This design comes from an exercise in tuning for small area, a short achievable clock period and few clock cycles on the open sky130 flow, not from production work. Where RTL was checked, it was by simulation tests only, not by an equivalence proof against the original.

==> flow/design.v (excerpt) <==
module pzip_decompressor (
    input  wire       clk,
    input  wire       rst,
    input  wire       in_valid,
    output wire       in_ready,
    input  wire [7:0] in_data,
    input  wire       in_last,
    output wire       out_valid,
    input  wire       out_ready,
    output wire [7:0] out_data,
    output reg        done,
    output reg        err
);
    localparam HAS   = 0,    
               TBYTE = 1,    
               TAG   = 2,    
               RLE_C = 3,    
               RLE_B = 4,    
               RLE   = 5,    
               RAW   = 6,    
               D_S0  = 7,    
               D_LO  = 8,    
               D_HI  = 9,    
               CODE  = 10,   
               HOLD  = 11,   
               FIN   = 12,   
               ENDW  = 13;   
    reg  [13:0] st;
    reg  [23:0] bbuf;
    reg  [4:0]  bcnt;
    reg         last_seen;         
    reg         last_in;           
  ...
Size: ~3,800 cells after synthesis, roughly 25 I/O pins.
export LEC_CHECK = 0
export ABC_AREA = 1
export CAP_MARGIN = 78
export CORE_MARGIN = 2
export CORE_UTILIZATION = 40
export CTS_CLUSTER_DIAMETER = 60
export CTS_CLUSTER_SIZE = 35
export SLEW_MARGIN = 78
create_clock -name core_clock -period 15.0 [get_ports {clk}]
run.sh (not shown) runs the stock make flow with config.mk's settings and CLKGATE_MAP_FILE= SYNTH_SCRIPT=/design/flow/synth_recipe.tcl, a recipe that flattens the netlist after the stock synthesis.
The first run went through all stages and came out clean.
Testbench counts at the start, summed over its fixed seeds: cycles 43,357.
==> next run, changes <==
--- a/flow/config.mk
+++ b/flow/config.mk
@@ -8,7 +8,5 @@
 export ABC_AREA = 1
-export CAP_MARGIN = 78
+export CAP_MARGIN = 85
 export CORE_MARGIN = 2
 export CORE_UTILIZATION = 40
-export CTS_CLUSTER_DIAMETER = 60
-export CTS_CLUSTER_SIZE = 35
-export SLEW_MARGIN = 78
+export SLEW_MARGIN = 85
The new run finished clean.
Critical path depth rose by 11.
Setup slack loses 1.5 ns.
Cell count rose by a few percent.

pzip_decompressor, a different RTL version from the one above (not shown whole).
For scale: roughly 3500 cells after synthesis, roughly 0.027 mm2 of cells after synthesis.
clock: 15.0 ns
lec_check: 0
abc_area: 1
cap_margin: 70
core_margin: 2
core_utilization: 40
slew_margin: 70
Then changed:
CAP_MARGIN = 85   (was 70)
SLEW_MARGIN = 85   (was 70)
Design area came out higher by 11%.
Global-route usage came out higher by 0.54 points.
Via count came out higher by 2.9%.
Die area does not change.
No functional check of the RTL was part of any run of this note.

pzip_decompressor with an RTL version that a note above also has.
Size: roughly 3800 cells after synthesis, roughly 28000 µm² of cells after synthesis.
==> flow/config.mk <==
export PLATFORM = sky130hd
export DESIGN_NAME = pzip_decompressor
export DESIGN_NICKNAME = pzip_decompressor
export VERILOG_FILES = /design/flow/design.v
export SDC_FILE = /design/flow/constraint.sdc
export NUM_CORES = 4
export LEC_CHECK = 0
export ABC_AREA = 1
export CAP_MARGIN = 78
export CORE_MARGIN = 2
export CORE_UTILIZATION = 50
export CTS_CLUSTER_DIAMETER = 80
export CTS_CLUSTER_SIZE = 30
export SLEW_MARGIN = 78
==> flow/constraint.sdc <==
create_clock -name core_clock -period 15.0 [get_ports {clk}]
set_input_delay 3.0000 -clock core_clock [delete_from_list [all_inputs] [get_ports {clk}]]
set_output_delay 3.0000 -clock core_clock [all_outputs]
set_load 0.01 [all_outputs]
Testbench counts at the start, summed over its fixed seeds: cycles 43,357.
Rerun with:
- CAP_MARGIN: 78 -> 20
- CORE_UTILIZATION: 50 -> 40
- CTS_CLUSTER_DIAMETER: 80 -> default
- CTS_CLUSTER_SIZE: 30 -> default
Effect:
- register-to-register slack improves by 0.15 ns
- global-route usage decreases by 7.8 points
- worst hold slack stays flat
- clock-buffer cell count increases by 28
- die area rose by a quarter to a third
- first-iteration DRC count goes up slightly
- non-clock buffer count went up by 2

pzip_decompressor, a different RTL version from the one above (not shown whole).
Size: about 3300 cells after synthesis, ~320 flip-flops, ~25 I/O pins.
make LEC_CHECK=0 ABC_AREA=1 CAP_MARGIN=20 CORE_MARGIN=2 CORE_UTILIZATION=40 SLEW_MARGIN=20 finish   # period 15.0 ns
Testbench counts at the start, summed over its fixed seeds: cycles 56,041.
Rerun with:
--- a/flow/config.mk
+++ b/flow/config.mk
@@ -11,0 +12 @@
+export CTS_BUF_LIST = sky130_fd_sc_hd__clkbuf_4 sky130_fd_sc_hd__clkbuf_8
The new run passed the timing, DRC and antenna checks.
Fmax falls slightly.
Flip-flop and latch count is unchanged.
Synthesized cell count is unchanged.
Routed wire length rises slightly.
Clock skew rises by 0.024 ns.
Die area stays the same.

pzip_decompressor with an RTL version that a note above also has.
Size: about 3800 cells after synthesis, ~460 flip-flops, roughly 25 I/O pins, about 28000 sq um of cells after synthesis.
==> flow/config.mk <==
export PLATFORM = sky130hd
export DESIGN_NAME = pzip_decompressor
export DESIGN_NICKNAME = pzip_decompressor
export VERILOG_FILES = /design/flow/design.v
export SDC_FILE = /design/flow/constraint.sdc
export NUM_CORES = 4
export LEC_CHECK = 0
export ABC_AREA = 1
export CAP_MARGIN = 74
export CORE_MARGIN = 2
export CORE_UTILIZATION = 40
export CTS_CLUSTER_DIAMETER = 80
export CTS_CLUSTER_SIZE = 30
export SLEW_MARGIN = 74
==> flow/constraint.sdc <==
create_clock -name core_clock -period 15.0 [get_ports {clk}]
set_input_delay 3.0000 -clock core_clock [delete_from_list [all_inputs] [get_ports {clk}]]
set_output_delay 3.0000 -clock core_clock [all_outputs]
set_load 0.01 [all_outputs]
Testbench counts at the start, summed over its fixed seeds: cycles 43,357.
Change:
Settings changed: CAP_MARGIN 74 to 78, SLEW_MARGIN 74 to 78.
Cell count is higher slightly.
Wire length goes up slightly.
Cell area goes up slightly.
Utilization goes up by 0.62 points.
Clock skew came out lower by 5.2 ps.
Clock-buffer cell count does not change.
Change:
Settings changed: CTS_CLUSTER_DIAMETER 80 to 100.
After rerunning: Setup slack is worse by 4.5 ps. Die area does not change. Worst hold slack is worse by 5.1 ps. First-iteration DRC count rises by 10%. Sequential cell count is unchanged. Clock-buffer cell count falls by 1. Global-route usage stays flat. Synthesized area is unchanged.
Change:
Settings changed: CTS_CLUSTER_DIAMETER 100 to default, CTS_CLUSTER_SIZE 30 to default.
=>
- clock-buffer cell count rose by 30
- non-clock buffer count stays the same
- clock skew fell by 11 ps
- core utilization rose by 1.2 points
- via count rose by 0.82%
- critical path depth stays the same

==> port drivers added, routing unchanged <==
Ports are ideal in the flow. The routed layouts listed here were re-timed in OpenROAD. Step 1 sets driving cells, clkbuf_16 on the clock port and buf_2 on the other inputs (assumed; they add their load-dependent delay and slew). Step 2 moves the port delays by t, midway between the first and last clock arrival at a register: inputs arrive t later, outputs are due t later. That takes back most of the time a late clock gives input paths. a / b / c = no drivers / after step 1 / after step 2; a / b = the first two.
| run | t (ns) | setup slack, ns | worst slew at a driven data input, ns |
|---|---|---|---|
| the first run of note 1 | 0.647 | 10.166 / 10.105 / 9.771 | 0.04 |
| the second run of note 1 | 0.667 | 8.693 / 8.693 / 8.693 | 0.04 |
| the first run of note 2 | 0.645 | 9.278 / 9.219 / 9.150 | 0.11 |
| the second run of note 2 | 0.645 | 9.183 / 9.183 / 8.783 | 0.11 |
| the first run of note 3 | 0.659 | 10.065 / 10.006 / 9.656 | 0.08 |
| the second run of note 3 | 0.665 | 10.143 / 10.081 / 9.758 | 0.04 |
| the first run of note 4 | 0.594 | 8.411 / 8.411 / 8.411 | 0.04 |
| the second run of note 4 | 0.701 | 8.361 / 8.361 / 8.361 | 0.04 |
| the first run of note 5 | 0.654 | 10.128 / 10.066 / 9.770 | 0.04 |
| the second run of note 5 | 0.651 | 10.157 / 10.093 / 9.740 | 0.04 |
| the third run of note 5 | 0.639 | 10.152 / 10.089 / 9.755 | 0.04 |
| the fourth run of note 5 | 0.654 | 10.150 / 10.090 / 9.750 | 0.04 |
After both steps every run listed still meets setup and hold. The setup slack of the second run of note 5, which loses most, moves by -0.064 ns with the drivers and by -0.417 ns with both steps.
